Background: an optimization exercise with open tools, aiming at small area, a short achievable clock period and few clock cycles per item. Do not read the settings as production practice. Function was not checked in any run shown here: the RTL went through the layout flow alone. No activity file was given, so power comes from the tool's default toggle rates.

<file path="design.v">
module blackhole_core (
    input  wire        clk,
    input  wire        rst,
    input  wire        cmd_valid,
    input  wire [31:0] cmd_word,
    output wire        cmd_ready,
    output wire        busy,
    input  wire [2:0]  sr_sel,
    output reg  [31:0] sr_data,
    output wire        map_req,
    output wire [1:0]  map_space,
    output wire [31:0] map_size,
    input  wire        map_ok,
    input  wire        map_fail,
    output wire        rd_req,
    output wire [1:0]  rd_space,
    output wire [31:0] rd_addr,
    input  wire        rd_ack,
    input  wire [7:0]  rd_data,
    output wire        wr_req,
    output wire [1:0]  wr_sink,
    output wire [3:0]  wr_len,
    output wire [63:0] wr_data,
    input  wire        wr_ack,
    input  wire [3:0]  wr_accepted,
    input  wire        wr_fail
);
    localparam [2:0] PH_START = 3'd0, PH_DONE = 3'd4, PH_FAILED = 3'd5;
    localparam [2:0] E_IO = 3'd1, E_SIZE = 3'd2, E_LEN = 3'd3, E_CRC = 3'd4,
                     E_INDEX = 3'd5;
    localparam [3:0] OP_DECOMP = 4'd1, OP_LOOKUP = 4'd2, OP_PUSH = 4'd3,
                     OP_PFIN = 4'd4, OP_CRCINIT = 4'd5, OP_CRCUPD = 4'd6,
                     OP_CRCFIN = 4'd7, OP_RSET = 4'd8, OP_RECON = 4'd9,
                     OP_RFIN = 4'd10, OP_OBSCURE = 4'd11, OP_REVEAL = 4'd12,
                     OP_RESET = 4'd13;
    localparam [2:0] WS_T = 3'b000, WS_M = 3'b001, WS_P = 3'b010,
                     WS_HA = 3'b100, WS_HB = 3'b101;
    localparam [1:0] A_RSET = 2'd0, A_OBS = 2'd1, A_REV = 2'd2;
    localparam [4:0]
        S_IDLE  = 5'd0,  S_BRC  = 5'd1,  S_BFOLD = 5'd2,  S_VCHK = 5'd3,
        S_OMAP  = 5'd8,  S_VM1  = 5'd9,  S_VM2   = 5'd10,
        S_ORD1  = 5'd16, S_ORD2 = 5'd17, S_VHO   = 5'd18, S_VHM  = 5'd19,
        S_VRO   = 5'd20, S_VRM  = 5'd21,
        S_OHA   = 5'd24, S_OHB  = 5'd25, S_OWT   = 5'd26, S_OWM  = 5'd27,
        S_VWP   = 5'd28, S_VWF  = 5'd29, S_BW    = 5'd30, S_BWP  = 5'd31;
    function [31:0] crc_update;
        input [31:0] c;
        input [7:0]  b;
        integer k;
        reg [31:0] t;
        begin
            t = c ^ {24'd0, b};
            for (k = 0; k < 8; k = k + 1)
                t = t[0] ? ((t >> 1) ^ 32'hEDB88320) : (t >> 1);
            crc_update = t;
        end
    endfunction
    reg [4:0]  st;
    reg [2:0]  phase, err;
    reg        dir, resv;
    reg [31:0] res, len, crcref, count, crc;
    reg [31:0] xaddr;         
    reg [1:0]  asm_cnt;       
    reg [1:0]  aop;           
    reg        half_t, half_m;
    reg [3:0]  hold_t, hold_m;
    reg [2:0]  fill_t, fill_m, ofill;
    reg [7:0]  buf_t [0:6];
    reg [7:0]  buf_m [0:6];
    reg [7:0]  obuf  [0:6];
    reg [7:0]  slot7;         
    reg [7:0]  obyte;         
    reg        lofold;        
    reg        mdef;          
    reg [2:0]  wsel;
    reg [3:0]  wlen;
    reg        f_lt0, f_lt1, f_exit, lastf;
    reg        lenok, vshort, vempty, vexit, seq;
    wire [3:0] w_op = cmd_word[31:28];
    reg        w_legal;
    always @* begin
        w_legal = 1'b0;
        if (cmd_word[27:16] == 12'd0) begin
            case (w_op)
                OP_DECOMP, OP_CRCUPD: w_legal = (cmd_word[15:8] == 8'd0);
                OP_LOOKUP, OP_RECON:  w_legal = 1'b1;
                OP_PUSH:              w_legal = (cmd_word[15:9] == 7'd0) && (cmd_word[7:4] == 4'd0);
                OP_PFIN:              w_legal = (cmd_word[15:9] == 7'd0) && (cmd_word[7:0] == 8'd0);
                OP_CRCINIT, OP_CRCFIN, OP_RSET, OP_RFIN,
                OP_OBSCURE, OP_REVEAL, OP_RESET:
                                      w_legal = (cmd_word[15:0] == 16'd0);
                default:              w_legal = 1'b0;
            endcase
        end
    end
    wire idle = (st == S_IDLE);
    assign busy = !idle;
    assign cmd_ready = idle && ((asm_cnt != 2'd0) ||
                                (phase == PH_START && w_legal) ||
                                ((phase == PH_DONE || phase == PH_FAILED) &&
                                 cmd_word == 32'hD000_0000));
    wire take  = cmd_valid && cmd_ready;
    wire take0 = take && (asm_cnt == 2'd0);
    wire takex = take && (asm_cnt != 2'd0);
    assign map_req   = (st[4:3] == 2'b01);
    assign rd_req    = (st[4:3] == 2'b10);
    assign wr_req    = (st[4:3] == 2'b11);
    wire   sp_obs    = (st == S_VM1) || (st == S_VHO) || (st == S_VRO);
    wire   sp_map    = (st == S_VM2) || (st == S_VHM) || (st == S_VRM);
    assign map_space = {sp_map, sp_obs};
    assign rd_space  = {sp_map, sp_obs};
    assign map_size  = xaddr;
    assign rd_addr   = xaddr;
    assign wr_sink   = wsel[1:0];
    assign wr_len    = wlen;
    wire [55:0] pg_t = {buf_t[6], buf_t[5], buf_t[4], buf_t[3], buf_t[2], buf_t[1], buf_t[0]};
    wire [55:0] pg_m = {buf_m[6], buf_m[5], buf_m[4], buf_m[3], buf_m[2], buf_m[1], buf_m[0]};
    wire [55:0] pg_p = {obuf[6], obuf[5], obuf[4], obuf[3], obuf[2], obuf[1], obuf[0]};
    wire [55:0] pg   = wsel[1] ? pg_p : wsel[0] ? pg_m : pg_t;
    assign wr_data[63:56] = slot7;
    assign wr_data[55:32] = pg[55:32];
    assign wr_data[31:0]  = wsel[2] ? (wsel[0] ? crcref : len) : pg[31:0];
    wire wr_ok  = !wr_fail && (wr_accepted == wlen);
    wire wr_good = wr_ack && wr_ok;
    wire wr_bad  = wr_ack && !wr_ok;
    always @* begin
        case (sr_sel)
            3'd0:    sr_data = {22'd0, dir, half_m, half_t, resv, err, phase};
            3'd1:    sr_data = res;
            3'd2:    sr_data = len;
            3'd3:    sr_data = crcref;
            3'd4:    sr_data = count;
            default: sr_data = 32'd0;
        endcase
    end
    wire       em_rev = (st == S_VRM) && rd_ack;
    wire       em     = em_rev || (st == S_BRC);
    wire [7:0] m_src  = em_rev ? rd_data : xaddr[7:0];
    wire [7:0] e_hi_b = {obyte[7:4], m_src[7:4]};
    wire [7:0] e_lo_b = {obyte[3:0], m_src[3:0]};
    wire       em_hi  = em && f_lt0;
    wire       em_lo  = em && f_lt1;
    wire       em_full = em_lo && (ofill[2:1] == 2'd3);
    wire [2:0] ofill_em = f_lt1 ? {ofill[2:1] + 2'd1, 1'b0} : {ofill[2:1], 1'b1};
    wire       t_ev_o = (st == S_ORD2) && rd_ack;
    wire       blk_pk = take0 && (w_op == OP_PUSH || w_op == OP_PFIN);
    wire       t_ev   = t_ev_o || (blk_pk && !cmd_word[8]);
    wire       t_push = t_ev_o || (w_op == OP_PUSH);
    wire [3:0] t_n    = t_ev_o ? rd_data[7:4] : cmd_word[3:0];
    wire       t_fin  = t_ev_o ? lastf : (w_op == OP_PFIN);
    wire       t_cpl  = half_t || (t_push && t_fin);
    wire [7:0] t_byte = half_t ? {hold_t, t_push ? t_n : 4'd0} : {t_n, 4'd0};
    wire [3:0] t_wlen = {1'b0, fill_t} + {3'd0, t_cpl};
    wire       t_wr   = t_fin ? (t_wlen != 4'd0) : (t_cpl && fill_t == 3'd7);
    wire       t_pf    = half_t && (fill_t == 3'd7);
    wire       m_ev_o1 = t_ev_o && !t_pf;
    wire       m_ev_o2 = (st == S_OWT) && wr_good;
    wire       m_ev    = m_ev_o1 || m_ev_o2 || (blk_pk && cmd_word[8]);
    wire       m_push  = m_ev_o1 || (m_ev_o2 ? mdef : (w_op == OP_PUSH));
    wire [3:0] m_n     = m_ev_o1 ? rd_data[3:0] : m_ev_o2 ? obyte[3:0] : cmd_word[3:0];
    wire       m_fin   = m_ev_o1 ? 1'b0 : m_ev_o2 ? !mdef : (w_op == OP_PFIN);
    wire       m_cpl   = half_m || (m_push && m_fin);
    wire [7:0] m_byte  = half_m ? {hold_m, m_push ? m_n : 4'd0} : {m_n, 4'd0};
    wire [3:0] m_wlen  = {1'b0, fill_m} + {3'd0, m_cpl};
    wire       m_wr    = m_fin ? (m_wlen != 4'd0) : (m_cpl && fill_m == 3'd7);
    wire       crc_ord1 = (st == S_ORD1) && rd_ack;
    wire [7:0] crc_b = lofold ? obyte : crc_ord1 ? rd_data : em ? e_hi_b : cmd_word[7:0];
    wire [31:0] crc_f = crc_update(crc, crc_b);
    wire       crc_ok = (~crc == crcref);
    wire [31:0] adiff = crcref - {1'b0, len[31:1]};
    wire [31:0] dlc   = len - count;     
    integer i;
    always @(posedge clk) begin
        f_lt0  <= (dlc != 32'd0);
        f_lt1  <= (dlc[31:1] != 31'd0);
        f_exit <= (dlc[31:2] == 30'd0) && (dlc[1:0] != 2'd3 || vshort);
        lastf  <= (xaddr + 32'd1 == len);
        if (st == S_VHM && xaddr[1:0] == 2'd0) begin
            lenok  <= (adiff == 32'd4) || (len[0] && adiff == 32'd5);
            vshort <= len[0] && (adiff == 32'd4);
            vempty <= (crcref == 32'd4);
        end
        for (i = 0; i < 7; i = i + 1) begin
            if (t_ev && t_cpl && fill_t == i) buf_t[i] <= t_byte;
            if (m_ev && m_cpl && fill_m == i) buf_m[i] <= m_byte;
        end
        for (i = 0; i < 4; i = i + 1) begin
            if (em_hi && ofill[2:1] == i) obuf[2*i] <= e_hi_b;
            if (i < 3 && em_lo && ofill[2:1] == i) obuf[2*i+1] <= e_lo_b;
        end
        if (t_ev && t_cpl && fill_t == 3'd7) slot7 <= t_byte;
        if (m_ev && m_cpl && fill_m == 3'd7) slot7 <= m_byte;
        if (em_lo && ofill[2:1] == 2'd3)     slot7 <= e_lo_b;
        if (t_ev && t_push && !half_t && !t_fin) hold_t <= t_n;
        if (m_ev && m_push && !half_m && !m_fin) hold_m <= m_n;
        lofold <= 1'b0;
        if (rst || (take0 && w_op == OP_RESET)) begin
            st <= S_IDLE; asm_cnt <= 2'd0;
            phase <= PH_START; err <= 3'd0; dir <= 1'b0; resv <= 1'b0;
            len <= 32'd0; crcref <= 32'd0; count <= 32'd0; crc <= 32'hFFFF_FFFF;
            half_t <= 1'b0; half_m <= 1'b0; fill_t <= 3'd0; fill_m <= 3'd0;
            ofill <= 3'd0; lofold <= 1'b0;
        end else begin
            if (lofold || crc_ord1 || em_hi || (take0 && w_op == OP_CRCUPD))
                crc <= crc_f;
            if (t_ev) begin
                if (t_cpl) begin fill_t <= fill_t + 3'd1; half_t <= 1'b0; end
                else if (t_push && !t_fin) half_t <= 1'b1;
            end
            if (m_ev) begin
                if (m_cpl) begin fill_m <= fill_m + 3'd1; half_m <= 1'b0; end
                else if (m_push && !m_fin) half_m <= 1'b1;
            end
            if (em_hi) begin
                ofill <= ofill_em;
                count <= count + {30'd0, em_lo, !em_lo};
                obyte <= e_lo_b;
                lofold <= em_lo;
            end
            case (st)
            S_IDLE: if (take0) begin
                case (w_op)
                OP_DECOMP: begin
                    res <= {20'd0, cmd_word[7:4], 4'd0, cmd_word[3:0]};
                    resv <= 1'b1;
                end
                OP_LOOKUP: begin
                    if (cmd_word[15:12] != 4'd0 || cmd_word[7:4] != 4'd0) begin
                        phase <= PH_FAILED; err <= E_INDEX;
                    end else begin
                        res <= {24'd0, cmd_word[11:8], cmd_word[3:0]};
                        resv <= 1'b1;
                    end
                end
                OP_PUSH, OP_PFIN: begin
                    if (cmd_word[8] ? m_wr : t_wr) begin
                        wsel <= cmd_word[8] ? WS_M : WS_T;
                        wlen <= cmd_word[8] ? m_wlen : t_wlen;
                        st <= S_BW;
                    end
                end
                OP_CRCINIT: crc <= 32'hFFFF_FFFF;
                OP_CRCFIN: begin
                    res <= ~crc;
                    resv <= 1'b1;
                end
                OP_RSET: begin
                    asm_cnt <= 2'd1; aop <= A_RSET;
                end
                OP_RECON: begin
                    obyte <= cmd_word[15:8];
                    xaddr[7:0] <= cmd_word[7:0];
                    st <= S_BRC;
                end
                OP_RFIN: begin
                    if (ofill != 3'd0) begin
                        wsel <= WS_P; wlen <= {1'b0, ofill}; st <= S_BW;
                    end
                end
                OP_OBSCURE: begin
                    asm_cnt <= 2'd1; aop <= A_OBS;
                end
                OP_REVEAL: begin
                    asm_cnt <= 2'd2; aop <= A_REV;
                end
                default: ;
                endcase
            end else if (takex) begin
                asm_cnt <= asm_cnt - 2'd1;
                if (aop == A_RSET) begin
                    len <= cmd_word; count <= 32'd0; ofill <= 3'd0;
                end else if (aop == A_REV && asm_cnt == 2'd2) begin
                    xaddr <= cmd_word;
                end else begin
                    half_t <= 1'b0; half_m <= 1'b0; fill_t <= 3'd0; fill_m <= 3'd0;
                    count <= 32'd0; ofill <= 3'd0; crc <= 32'hFFFF_FFFF;
                    if (aop == A_OBS) begin
                        dir <= 1'b0; len <= cmd_word; xaddr <= cmd_word;
                        st <= S_OMAP;
                    end else begin
                        dir <= 1'b1; crcref <= cmd_word;    
                        st <= S_VM1;
                    end
                end
            end
            S_BW: begin
                if (wr_good) begin
                    case (wsel[1:0])
                        2'd0: fill_t <= 3'd0;
                        2'd1: fill_m <= 3'd0;
                        default: ofill <= 3'd0;
                    endcase
                    st <= S_IDLE;
                end
            end
            S_BRC: begin
                if (em_full) begin
                    wsel <= WS_P; wlen <= 4'd8; st <= S_BWP;
                end else if (em_lo)
                    st <= S_BFOLD;
                else
                    st <= S_IDLE;
            end
            S_BWP: begin
                if (wr_good) begin
                    ofill <= 3'd0; st <= S_IDLE;
                end
            end
            S_BFOLD: st <= S_IDLE;
            S_OMAP: begin
                if (map_ok) begin
                    xaddr <= 32'd0;
                    if (len == 32'd0) begin
                        wsel <= WS_HA; wlen <= 4'd4; st <= S_OHA;
                    end else
                        st <= S_ORD1;
                end
            end
            S_ORD1: begin
                if (rd_ack) begin
                    if (lastf) begin
                        wsel <= WS_HA; wlen <= 4'd4; st <= S_OHA;
                    end else
                        xaddr <= xaddr + 32'd1;
                end
            end
            S_OHA: begin
                if (wr_ack) begin
                    crcref <= ~crc;
                    wsel <= WS_HB; st <= S_OHB;
                end
            end
            S_OHB: begin
                if (wr_good) begin
                    xaddr <= 32'd0;
                    if (len == 32'd0) begin
                        phase <= PH_DONE; st <= S_IDLE;
                    end else
                        st <= S_ORD2;
                end
            end
            S_ORD2: begin
                if (rd_ack) begin
                    if (t_wr) begin
                        obyte[3:0] <= rd_data[3:0];
                        mdef <= t_pf;
                        wsel <= WS_T; wlen <= t_wlen; st <= S_OWT;
                    end else
                        xaddr <= xaddr + 32'd1;
                end
            end
            S_OWT: begin
                if (wr_good) begin
                    fill_t <= 3'd0;
                    if (m_wr) begin
                        wsel <= WS_M; wlen <= m_wlen; st <= S_OWM;
                    end else if (lastf) begin
                        phase <= PH_DONE; st <= S_IDLE;
                    end else begin
                        xaddr <= xaddr + 32'd1; st <= S_ORD2;
                    end
                end
            end
            S_OWM: begin
                if (wr_good) begin
                    fill_m <= 3'd0;
                    if (lastf) begin
                        phase <= PH_DONE; st <= S_IDLE;
                    end else begin
                        xaddr <= xaddr + 32'd1; st <= S_ORD2;
                    end
                end
            end
            S_VM1: begin
                if (map_ok) begin
                    seq <= (xaddr == crcref);
                    xaddr <= crcref;                     
                    st <= S_VM2;
                end else if (map_fail)
                    crcref <= 32'd0;
            end
            S_VM2: begin
                if (map_ok) begin
                    if (!seq) begin
                        phase <= PH_FAILED; err <= E_SIZE; crcref <= 32'd0; st <= S_IDLE;
                    end else if (crcref < 32'd4) begin
                        phase <= PH_FAILED; err <= E_LEN; crcref <= 32'd0; st <= S_IDLE;
                    end else begin
                        xaddr <= 32'd0; st <= S_VHO;
                    end
                end else if (map_fail)
                    crcref <= 32'd0;
            end
            S_VHO: begin
                if (rd_ack) begin
                    case (xaddr[1:0])
                        2'd0: len[7:0]   <= rd_data;
                        2'd1: len[15:8]  <= rd_data;
                        2'd2: len[23:16] <= rd_data;
                        default: len[31:24] <= rd_data;
                    endcase
                    xaddr[1:0] <= xaddr[1:0] + 2'd1;
                    if (xaddr[1:0] == 2'd3) st <= S_VHM;
                end
            end
            S_VHM: begin
                if (rd_ack) begin
                    case (xaddr[1:0])
                        2'd0: crcref[7:0]   <= rd_data;
                        2'd1: crcref[15:8]  <= rd_data;
                        2'd2: crcref[23:16] <= rd_data;
                        default: crcref[31:24] <= rd_data;
                    endcase
                    xaddr[1:0] <= xaddr[1:0] + 2'd1;
                    if (xaddr[1:0] == 2'd3) begin
                        if (!lenok) begin
                            phase <= PH_FAILED; err <= E_LEN; st <= S_IDLE;
                        end else if (vempty)
                            st <= S_VCHK;
                        else begin
                            xaddr[2] <= 1'b1; st <= S_VRO;    
                        end
                    end
                end
            end
            S_VCHK: begin
                st <= S_IDLE;
                if (crc_ok) phase <= PH_DONE;
                else begin phase <= PH_FAILED; err <= E_CRC; end
            end
            S_VRO: begin
                if (rd_ack) begin
                    obyte <= rd_data; st <= S_VRM;
                end
            end
            S_VRM: begin
                if (rd_ack) begin
                    xaddr <= xaddr + 32'd1;
                    vexit <= f_exit;
                    if (em_full) begin
                        wsel <= WS_P; wlen <= 4'd8; st <= S_VWP;
                    end else if (f_exit) begin
                        wsel <= WS_P; wlen <= {1'b0, ofill_em}; st <= S_VWF;
                    end else
                        st <= S_VRO;
                end
            end
            S_VWP: begin
                if (wr_good) begin
                    ofill <= 3'd0;
                    if (!vexit)
                        st <= S_VRO;
                    else begin
                        st <= S_IDLE;
                        if (crc_ok) phase <= PH_DONE;
                        else begin phase <= PH_FAILED; err <= E_CRC; end
                    end
                end
            end
            S_VWF: begin
                if (wr_good) begin
                    ofill <= 3'd0; st <= S_IDLE;
                    if (crc_ok) phase <= PH_DONE;
                    else begin phase <= PH_FAILED; err <= E_CRC; end
                end
            end
            default: st <= S_IDLE;
            endcase
            if (map_req && !map_ok && map_fail) begin
                phase <= PH_FAILED; err <= E_IO; st <= S_IDLE;
            end
            if (wr_req && wr_bad) begin
                phase <= PH_FAILED; err <= E_IO; st <= S_IDLE;
            end
        end
    end
endmodule
</file>
<file path="run.sh">
#!/bin/bash
# synth_recipe.tcl (not shown) runs the flow's synth.tcl, then flattens the netlist and writes it again
# the make line also repeats each setting of config.mk as NAME=value (left out here)
make -C /OpenROAD-flow-scripts/flow DESIGN_CONFIG=/design/flow/config.mk WORK_HOME=/design/flow/orfs CLKGATE_MAP_FILE= SYNTH_SCRIPT=/design/flow/synth_recipe.tcl finish
</file>
<file path="config.mk">
export PLATFORM = sky130hd
export DESIGN_NAME = blackhole_core
export DESIGN_NICKNAME = blackhole_core
export VERILOG_FILES = /design/flow/design.v
export SDC_FILE = /design/flow/constraint.sdc
export NUM_CORES = 4
export LEC_CHECK = 0
export CAP_MARGIN = 20
export CORE_MARGIN = 2
export CORE_UTILIZATION = 55
export PLACE_DENSITY = 0.7
export SETUP_SLACK_MARGIN = 3.5
export SLEW_MARGIN = 20
</file>
<file path="constraint.sdc">
create_clock -name core_clock -period 8.0 [get_ports {clk}]
set_input_delay 1.6000 -clock core_clock [delete_from_list [all_inputs] [get_ports {clk}]]
set_output_delay 1.6000 -clock core_clock [all_outputs]
set_load 0.01 [all_outputs]
</file>
==> results of run 1 <==
==> tightest hold or removal path: stages (launching register included) <==
cell	delay, ps
dfxtp_1	310
nand2_1	60
a21oi_1	60
==> final timing paths <==
path,startpoint,to,cells after the start
setup / recovery,cmd_word[10],cmd_ready,10
setup reg to reg,crcref[0],vshort,13
hold / removal,asm_cnt[0],asm_cnt[0],2
hold reg to reg,asm_cnt[0],asm_cnt[0],2
==> stage by stage <==
| stage | worst slack (ps) | hold WS [ps] | instances | instance area [um^2] | util |
|---|---|---|---|---|---|
| after floorplan | 3230 | 422 | 3362 | 29500 | - |
| after detailed placement | 1620 | 460 | 4070 | 32000 | 0.606 |
| after global routing | 2980 | 514 | 4220 | 34900 | 0.661 |
| after global placement | 1760 | 440 | 4070 | 32000 | 0.606 |
| after CTS | 3010 | 469 | 4207 | 34600 | 0.655 |
| final | 3030 | 475 | 4229 | 34900 | 0.662 |
==> registers in the layout, summed over array words and instances, names as in the netlist, 3 cells and up <==
register	cells
slot7	8
crc	32
obyte	8
buf_t	56
fill_m	3
hold_m	4
ofill	3
count	32
len	32
wlen	4
hold_t	4
phase	3
err	3
res	32
fill_t	3
st	5
obuf	56
crcref	32
buf_m	56
xaddr	32
wsel	3
==> where the power goes <==
part	total (mW)	internal, mW	switching [mW]	leakage [nW]
clock	2.32	1.32	1.00	0.782
combinational	4.91	1.96	2.95	8.76
sequential	3.12	2.62	0.503	3.84
total	10.4	5.90	4.46	13.4
==> final cells by class <==
class	instances	area, um^2	share of cell area
multi-input cells	2522	17000	0.488
flip-flops and latches	430	11300	0.325
repair buffers	356	3500	0.100
clock buffers	55	1250	0.0357
well taps	688	861	0.0247
inverters	138	532	0.0152
clock inverters	31	368	0.0105
diodes	9	22.5	0.000645
==> cells in the final DEF, fill, tap and decap left out, types with 60 or more instances in the layout <==
cell type,netlist,final
nor2_1,330,324
a211oi_1,80,77
xor2_1,116,116
xnor2_1,139,138
edfxtp_1,271,271
nand2_1,277,271
clkdlybuf4s50_1,0,163
ha_1,90,88
inv_1,136,132
a21oi_1,288,283
mux2i_1,141,138
o21ai_0,222,210
nand3_1,66,66
buf_4,43,98
dfxtp_1,159,152
o211ai_1,60,60
==> layer usage <==
| layer | global-route usage | share of wire |
|---|---|---|
| met2 | 0.660 | 0.40 |
| met5 | 0 | 0.00022 |
| met4 | 0.298 | 0.083 |
| met1 | 0.606 | 0.36 |
| met3 | 0.153 | 0.15 |
==> cell families (layout without fill, tap and decap cells) <==
kind of cell	count (synthesis)	count (layout)
other	0	9
DFF	430	430
and+or+nand+nor	1030	1033
muxes	151	151
xor gates and xnor gates	268	268
adders and majority gates	93	93
AOI/OAI and AO/OA	977	977
buffers and inverters	413	580
==> repair_timing <==
action | 4_1_cts | 5_1_grt
resized for setup | 282 | 111
endpoints found under the setup margin | 459 | 248
cloned | 9 | 1
setup buffers | 42 | 12
pin swaps | 18 | 19
hold buffers | 0 | 0
==> impl_results.md, run 1 <==
* CTS max path bufs at 3
* Yosys top cell area share at 0.277
* CTS Root Cell: clkbuf_16
* Post-synth EDFFs at 271
* Compound-Gate Fraction of Synth Area at 0.212
* Worst Path Buf+Inv at 3
* Final Max Slew Viols at 0
* Mean Syn Cell Area at 8.75 um^2
* Routability cong. at 1.04
* CTS Buf Count at 47
* Critical path cell sequence: buf_12 -> or3_4 -> or3b_4 -> buf_4 -> o21ai_4 -> nor4_4 -> nor2_2 -> nor2_1 -> nor2_1 -> buf_2
* Syn. warnings at 4
* WP data required at 6400 ps
* Slowest stage cell, crit path: or3b_4
* Worst hold path type: reg2reg
* Pre-antenna DRT Iters at 9
* Initial core utilization at 0.558
* Endpoints failing hold at 0
* Area leader, netlist: edfxtp_1
* Yosys cell types at 102
* Tot Pwr at 10.4 mW
* Post-synthesis mux area share at 0.0518
* WP data arrival at 3370 ps
* Synthesized area at 29400 um^2
* Clk slew on worst S/H paths at 60 ps
* Register area share after synthesis at 0.385
* CTS tree: done
* Clock tree sinks at 430
* Gr usage total at 0.464
* Worst-skew pair later-pin latency at 620 ps
* Final worst-path cycle share at 0.622
* DRC violations left at 0
* Final count of negative-setup-slack endpoints at 0
* Initial drt markers at 5267
* Largest net degree at the start of global routing at 89
* Via count at 30200
* P per Cell Area at 297 nW/um^2
* Max Cap Viol at 0
* Worst Max-Slew Pin Slew at 1280 ps
* Vias in the first global route at 27900
* Die width at 235 um
* Worst reg2reg setup slack at 3490 ps
* Most numerous cell in the Yosys netlist: nor2_1
* Critical Path End Type: primary output
* Cells after Synth at 3362
* Fillers at 4290
* Vias per Instance at 7.14
* Area growth from synthesis to layout at 18.6%
* Post-detail-place hpwl at 96000 um
* Fmax achieved at 0.201 GHz
* Worst-path fanout max at 4
* Flops & latches, synth at 430
* Post-route antenna net violation count at 0
* Top cells by area, synth: edfxtp_1, dfxtp_1, a21oi_1
* Critical path class: in2out
* CP startpoint kind: primary input
* Average wire per standard cell at 31.6 um
* Outcome: no timing/DRC/antenna violations
* Nets at 3643
* Core footprint at 52800 um^2
* Share of post-route cells with drive strength above 1 at 0.119
* Async SR Flop Fraction at 0
* Initial antenna violation count at 7
* First-pass GRT wire length at 190000 um
* Worst IR Drop VDD at 328 uV
* Die area at 55400 um^2
* Die extent in y at 235 um
* Primary FF master, synth: edfxtp_1
* RSZ-0062 raised after global routing: true
* Post-Synth Simple-Gate Area at 0.167
* XOR/XNOR Fraction of Synth Area at 0.0843
* CP top delay family: simple AND/OR/NAND/NOR gates
* Final TNS setup at 0 ps
* Most frequent CP cell: nor2_1
* Leak pwr at 13.4 nW
* Combinational family with the most area after synthesis: compound AO/OA/AOI/OAI gates
* Synth top cells by count: nor2_1, a21oi_1, nand2_1, edfxtp_1, o21ai_0
* Row count at 84
* Fin Clk Skew at 44.6 ps
* Delay of the slowest critical-path stage at 450 ps
* GR Overflow Total at 0
* DRT Wirelength at 134000 um
* Mapped Nets at 3510
* Port Buffers at 229
* H-tree lvl count at 2
* Total I/O pin count at 230
* Synth Area in Adders at 0.0403
* Slew HR at 0.140
* Fin crit period at 4970 ps
==> run 2, diff against run 1 <==
--- a/design.v
+++ b/design.v
@@ -71,11 +71,12 @@
     reg [7:0]  slot7;         
     reg [7:0]  obyte;         
     reg        lofold;        
+    reg        lopend;        
     reg        mdef;          
     reg [2:0]  wsel;
     reg [3:0]  wlen;
     reg        f_lt0, f_lt1, f_exit, lastf;
-    reg        lenok, vshort, vempty, vexit, seq;
+    reg        lenok, vshort, vempty, vexit;
     wire [3:0] w_op = cmd_word[31:28];
     reg        w_legal;
     always @* begin
@@ -139,9 +140,11 @@
     wire [7:0] e_hi_b = {obyte[7:4], m_src[7:4]};
     wire [7:0] e_lo_b = {obyte[3:0], m_src[3:0]};
     wire       em_hi  = em && f_lt0;
-    wire       em_lo  = em && f_lt1;
-    wire       em_full = em_lo && (ofill[2:1] == 2'd3);
-    wire [2:0] ofill_em = f_lt1 ? {ofill[2:1] + 2'd1, 1'b0} : {ofill[2:1], 1'b1};
+    wire       em_lo  = em && f_lt1 && (ofill != 3'd7);    
+    wire       em_pnd = em && f_lt1 && (ofill == 3'd7);    
+    wire       em_full = em_hi && ((ofill == 3'd7) || (f_lt1 && ofill == 3'd6));
+    wire [2:0] ofill_em = ofill + 3'd1 + {2'd0, f_lt1 && (ofill != 3'd7)};
+    wire       pnd_go = ((st == S_VWP) || (st == S_BWP)) && wr_good && lopend;
     wire       t_ev_o = (st == S_ORD2) && rd_ack;
     wire       blk_pk = take0 && (w_op == OP_PUSH || w_op == OP_PFIN);
     wire       t_ev   = t_ev_o || (blk_pk && !cmd_word[8]);
@@ -167,7 +170,8 @@
     wire [7:0] crc_b = lofold ? obyte : crc_ord1 ? rd_data : em ? e_hi_b : cmd_word[7:0];
     wire [31:0] crc_f = crc_update(crc, crc_b);
     wire       crc_ok = (~crc == crcref);
-    wire [31:0] adiff = crcref - {1'b0, len[31:1]};
+    wire [33:0] two_s = {1'b0, crcref - 32'd4, 1'b0};
+    wire [33:0] len34 = {2'd0, len};
     wire [31:0] dlc   = len - count;     
     integer i;
     always @(posedge clk) begin
@@ -176,21 +180,21 @@
         f_exit <= (dlc[31:2] == 30'd0) && (dlc[1:0] != 2'd3 || vshort);
         lastf  <= (xaddr + 32'd1 == len);
         if (st == S_VHM && xaddr[1:0] == 2'd0) begin
-            lenok  <= (adiff == 32'd4) || (len[0] && adiff == 32'd5);
-            vshort <= len[0] && (adiff == 32'd4);
+            lenok  <= (two_s == len34) || (two_s + 34'd1 == len34) || (two_s == len34 + 34'd1);
+            vshort <= (two_s + 34'd1 == len34);
             vempty <= (crcref == 32'd4);
         end
         for (i = 0; i < 7; i = i + 1) begin
             if (t_ev && t_cpl && fill_t == i) buf_t[i] <= t_byte;
             if (m_ev && m_cpl && fill_m == i) buf_m[i] <= m_byte;
+            if (em_hi && ofill == i)              obuf[i] <= e_hi_b;
+            else if (em_lo && ofill + 3'd1 == i)  obuf[i] <= e_lo_b;
         end
-        for (i = 0; i < 4; i = i + 1) begin
-            if (em_hi && ofill[2:1] == i) obuf[2*i] <= e_hi_b;
-            if (i < 3 && em_lo && ofill[2:1] == i) obuf[2*i+1] <= e_lo_b;
-        end
+        if (pnd_go) obuf[0] <= obyte;
         if (t_ev && t_cpl && fill_t == 3'd7) slot7 <= t_byte;
         if (m_ev && m_cpl && fill_m == 3'd7) slot7 <= m_byte;
-        if (em_lo && ofill[2:1] == 2'd3)     slot7 <= e_lo_b;
+        if (em_hi && ofill == 3'd7)          slot7 <= e_hi_b;
+        if (em_lo && ofill == 3'd6)          slot7 <= e_lo_b;
         if (t_ev && t_push && !half_t && !t_fin) hold_t <= t_n;
         if (m_ev && m_push && !half_m && !m_fin) hold_m <= m_n;
         lofold <= 1'b0;
@@ -199,7 +203,7 @@
             phase <= PH_START; err <= 3'd0; dir <= 1'b0; resv <= 1'b0;
             len <= 32'd0; crcref <= 32'd0; count <= 32'd0; crc <= 32'hFFFF_FFFF;
             half_t <= 1'b0; half_m <= 1'b0; fill_t <= 3'd0; fill_m <= 3'd0;
-            ofill <= 3'd0; lofold <= 1'b0;
+            ofill <= 3'd0; lofold <= 1'b0; lopend <= 1'b0;
         end else begin
             if (lofold || crc_ord1 || em_hi || (take0 && w_op == OP_CRCUPD))
                 crc <= crc_f;
@@ -213,9 +217,16 @@
             end
             if (em_hi) begin
                 ofill <= ofill_em;
-                count <= count + {30'd0, em_lo, !em_lo};
+                count <= count + (em_lo ? 32'd2 : 32'd1);
                 obyte <= e_lo_b;
                 lofold <= em_lo;
+                lopend <= em_pnd;
+            end
+            if (pnd_go) begin
+                ofill <= 3'd1;
+                count <= count + 32'd1;
+                lofold <= 1'b1;
+                lopend <= 1'b0;
             end
             case (st)
             S_IDLE: if (take0) begin
@@ -303,7 +314,8 @@
             end
             S_BWP: begin
                 if (wr_good) begin
-                    ofill <= 3'd0; st <= S_IDLE;
+                    if (!lopend) ofill <= 3'd0;
+                    st <= lopend ? S_BFOLD : S_IDLE;
                 end
             end
             S_BFOLD: st <= S_IDLE;
@@ -373,15 +385,14 @@
             end
             S_VM1: begin
                 if (map_ok) begin
-                    seq <= (xaddr == crcref);
-                    xaddr <= crcref;                     
+                    xaddr <= crcref; crcref <= xaddr;    
                     st <= S_VM2;
                 end else if (map_fail)
                     crcref <= 32'd0;
             end
             S_VM2: begin
                 if (map_ok) begin
-                    if (!seq) begin
+                    if (xaddr != crcref) begin
                         phase <= PH_FAILED; err <= E_SIZE; crcref <= 32'd0; st <= S_IDLE;
                     end else if (crcref < 32'd4) begin
                         phase <= PH_FAILED; err <= E_LEN; crcref <= 32'd0; st <= S_IDLE;
@@ -418,7 +429,7 @@
                         end else if (vempty)
                             st <= S_VCHK;
                         else begin
-                            xaddr[2] <= 1'b1; st <= S_VRO;    
+                            xaddr <= 32'd4; st <= S_VRO;
                         end
                     end
                 end
@@ -447,10 +458,12 @@
             end
             S_VWP: begin
                 if (wr_good) begin
-                    ofill <= 3'd0;
+                    if (!lopend) ofill <= 3'd0;
                     if (!vexit)
                         st <= S_VRO;
-                    else begin
+                    else if (lopend) begin
+                        wlen <= 4'd1; st <= S_VWF;
+                    end else begin
                         st <= S_IDLE;
                         if (crc_ok) phase <= PH_DONE;
                         else begin phase <= PH_FAILED; err <= E_CRC; end
--- a/config.mk
+++ b/config.mk
@@ -7,7 +7,6 @@
 export LEC_CHECK = 0
 export CAP_MARGIN = 20
 export CORE_MARGIN = 2
-export CORE_UTILIZATION = 55
-export PLACE_DENSITY = 0.7
-export SETUP_SLACK_MARGIN = 3.5
+export CORE_UTILIZATION = 40
+export PLACE_DENSITY = 0.6
 export SLEW_MARGIN = 20
==> impl_results.md, run 2 <==
* CTS tree: done
* WP data required at 6400 ps (about the same)
* H-tree lvl count at 2 (unchanged)
* Largest net degree at the start of global routing at 92 (+3.4%)
* CP startpoint kind: primary input
* Post-route antenna net violation count at 0 (unchanged)
* Port Buffers at 229 (unchanged)
* Syn. warnings at 4 (unchanged)
* Delay of the slowest critical-path stage at 960 ps (+510 ps)
* Fin crit period at 6790 ps (+1820 ps)
* Average wire per standard cell at 30.2 um (-4.4%)
* Worst reg2reg setup slack at 2960 ps (-530 ps)
* Comb power frac at 0.517 (+0.043)
* Clock tree sinks at 430 (unchanged)
* Sw frac at 0.442 (+0.0115)
* Area growth from synthesis to layout at 15.0%
* Synthesized area at 30300 um^2 (+3.1%)
* Die extent in y at 279 um (+19%)
* Mean Syn Cell Area at 8.88 um^2 (+1.4%)
* Post-Synth Simple-Gate Area at 0.176 (+0.00899)
* Final Max Slew Viols at 0 (unchanged)
* CTS Root Cell: clkbuf_16
* Total I/O pin count at 230 (unchanged)
* Synth Area in Adders at 0.0277 (-0.0126)
* Vias per Instance at 6.55 (-8.3%)
* Core Util, Final at 0.466 (-0.195)
* HP Start: asm_cnt[1]
* P_sw at 5.50 mW (+23%)
* Final TNS setup at 0 ps (unchanged)
* DRC violations left at 0 (unchanged)
* Mapped Nets at 3539 (+0.83%)
* Synth top cells by count: nor2_1, edfxtp_1, nand2_1, xnor2_1, clkbuf_1
* Post-synthesis mux area share at 0.0729 (+0.0211)
* P per Cell Area at 357 nW/um^2 (+20%)
* Primary FF master, synth: edfxtp_1
* Core footprint at 74800 um^2 (+42%)
* XOR/XNOR Fraction of Synth Area at 0.0969 (+0.0127)
* Slew HR at 0.149 (+0.00901)
* Initial drt markers at 4150 (-21%)
* CTS Buf Count at 49 (+4.3%)
* Clk slew on worst S/H paths at 70 ps (about the same)
* Worst-path fanout max at 8 (+4)
* Register area share after synthesis at 0.373 (-0.0119)
* Initial core utilization at 0.406 (-0.152)
* Top cells by area, synth: edfxtp_1, dfxtp_1, xnor2_1
* Reg2Reg Depth at 11 (-2)
* Flops & latches, synth at 430 (unchanged)
* Outcome: no timing/DRC/antenna violations
* Endpoints failing hold at 0 (unchanged)
* Area leader, netlist: edfxtp_1
* Async SR Flop Fraction at 0 (unchanged)
* Worst hold path type: reg2reg
* Gr usage total at 0.335 (-0.129)
* Share of post-route cells with drive strength above 1 at 0.0787 (-0.0400)
* Launch point of the worst reg-to-reg path: st[0]
* Die area at 78100 um^2 (+41%)
* Max Cap Viol at 0 (unchanged)
* Crit path from: cmd_word[1]
* Critical path class: in2out
* Reg-to-Reg End: buf_t[1][2]
* Routability cong. at 0.995 (-4.3%)
* Clock power frac at 0.201 (-0.024)
* RSZ-0062 raised after global routing: false
* Leak pwr at 12.3 nW (-7.8%)
* Tot Pwr at 12.4 mW (+20%)
* CTS max path bufs at 3 (unchanged)
* Die width at 279 um (+19%)
* Worst setup path endpoint: cmd_ready
* First-pass GRT wire length at 192000 um (+0.93%)
* Combinational family with the most area after synthesis: compound AO/OA/AOI/OAI gates
* Fillers at 7221 (+68%)
* Critical path cell sequence: clkdlybuf4s50_1 -> nor4_1 -> nor4_1 -> or4bb_1 -> a31oi_2 -> nor3_1 -> buf_4 -> nor2_1 -> clkdlybuf4s50_1
* Pre-antenna DRT Iters at 7 (-2)
* Cells after Synth at 3418 (+1.7%)
* Commonest non-fill, non-tap cell in the layout: nor2_1
* Sequential power share at 0.283 (-0.018)
* GR Overflow Total at 0 (unchanged)
* Largest regs: buf_m (56), buf_t (56), obuf (56)
* Slowest stage cell, crit path: nor4_1
* Fmax achieved at 0.147 GHz (-27%)
* Worst-skew pair later-pin latency at 620 ps (about the same)
* Most numerous cell in the Yosys netlist: nor2_1
* Yosys cell types at 98 (-3.9%)
* Post-detail-place hpwl at 97800 um (+1.9%)
* Compound-Gate Fraction of Synth Area at 0.195 (-0.0177)
* Worst Max-Slew Pin Slew at 1270 ps (-7.54 ps)
* DRT Wirelength at 135000 um (+1.0%)
* Post-synth EDFFs at 270 (-0.37%)
* Final count of negative-setup-slack endpoints at 0 (unchanged)
* Initial antenna violation count at 8 (+1)
* Post-CTS setup buffers at 0 (-100%)
* WP data arrival at 5190 ps (+1820 ps)
* Vias in the first global route at 27100 (-2.7%)
* Fin Clk Skew at 32.5 ps (-12.0 ps)
* Yosys top cell area share at 0.267 (-0.00930)
* Hold buffer count at cts at 0 (unchanged)
* Critical Path End Type: primary output
* Row count at 100 (+19%)
* Via count at 29300 (-3.1%)
* Nets at 3576 (-1.8%)
* Most frequent cells in the layout: nor2_1, edfxtp_1, nand2_1
* CTS-repair resized insts at 0 (-100%)
* Worst IR Drop VDD at 270 uV (-18%)
* Final worst-path cycle share at 0.849 (+0.227)
* Pint at 6.94 mW (+18%)
run 2: cell count changes after synthesis, sizes merged, moves of 27 or more:
| cell | before | now |
|---|---|---|
| nor2 | 335 | 308 |
| mux2 | 10 | 55 |
| xor2 | 121 | 78 |
| inv | 138 | 94 |
| a22oi | 37 | 104 |
| clkbuf | 197 | 237 |
| xnor2 | 145 | 239 |
| o21ai | 237 | 161 |
| a21oi | 289 | 239 |
| nand2 | 277 | 248 |
| nor3b | 7 | 42 |
| o211ai | 60 | 31 |
run 2: worst min path at each step:
stage | to | slack, ps | depth (start not counted)
floorplan | resv | 440 | 2
global placement | asm_cnt[1] | 480 | 2
detailed placement | asm_cnt[1] | 490 | 2
CTS | err[2] | 510 | 2
global route | crcref[14] | 530 | 2
finish | asm_cnt[1] | 510 | 2
run 2: cells by family after synthesis:
| kind of cell | Yosys count |
|---|---|
| adders and majority gates | 66 |
| xor gates and xnor gates | 323 |
| AOI/OAI and AO/OA | 894 |
| DFF | 430 |
| buffers and inverters | 418 |
| muxes | 214 |
| and+or+nand+nor | 1073 |
run 2: routing by layer:
layer	track usage	share of wire	vias up
li1	-	-	12600
met1	0.452	0.39	14100
met2	0.505	0.43	2094
met3	0.0847	0.12	456
met4	0.154	0.054	8
met5	0	0.00038	-
run 2: stage by stage:
step                      setup slack [ps]  std cells  hold WS [ps]  cell area [um^2]
after CTS                             1360       4465           506             34900
final                                 1210       4468           506             34900
after floorplan                       62.0       3418           437             30300
after global placement                1430       4373           481             33100
after global routing                  1130       4467           527             34900
after detailed placement              1380       4373           494             33100
run 2: layout make-up:
type                       count  area (um^2)  area share
multi-input combinational   2570        17300       0.497
tap                          969         1210      0.0348
clock inverter                33          465      0.0133
antenna                        3         7.51    0.000215
timing repair buffer         306         2880      0.0825
clock buffer                  59         1290      0.0371
sequential                   430        11300       0.324
inverter                      98          368      0.0105
run 2: worst max-delay path: cells and delay by family:
family                 cells  cell delay (ps)
buffers and inverters      3             1460
AOI/OAI and AO/OA          1              310
and+or+nand+nor            5             1810
run 2: power groups by stage:
stage / clock, mW / combinational (mW) / sequential (mW)
2_1_floorplan: 0 / 4.54 / 2.98
3_5_place_dp: 0 / 6.27 / 3.49
6_report: 2.50 / 6.43 / 3.52
3_3_place_gp: 0 / 6.26 / 3.50
5_1_grt: 2.58 / 6.84 / 3.50
4_1_cts: 2.51 / 6.30 / 3.45

[static timing again, ports no longer ideal]
How much do the figures lean on ideal ports? The routed layouts below were timed once more, with nothing changed but the port constraints.
Step 1 assumes that a clkbuf_16 drives the clock port and a buf_2 every other input.
Step 2 moves the port delays by t, midway between the first and last clock arrival at a register: inputs arrive t later, outputs are due t later. That takes back most of the time a late clock gives input paths.
Slacks: no drivers / after step 1 / after step 2; pairs: no drivers / after step 1.
run	t, ns	slack for setup (ns)	pins driven straight from the clock port
run 1	0.665	3.025 / 2.978 / 2.762	1
run 2	0.675	1.210 / 1.144 / 1.144	1
After both steps every run listed still meets setup and hold. The setup slack of run 1, which loses most, moves by -0.047 ns with the drivers and by -0.263 ns with both steps.
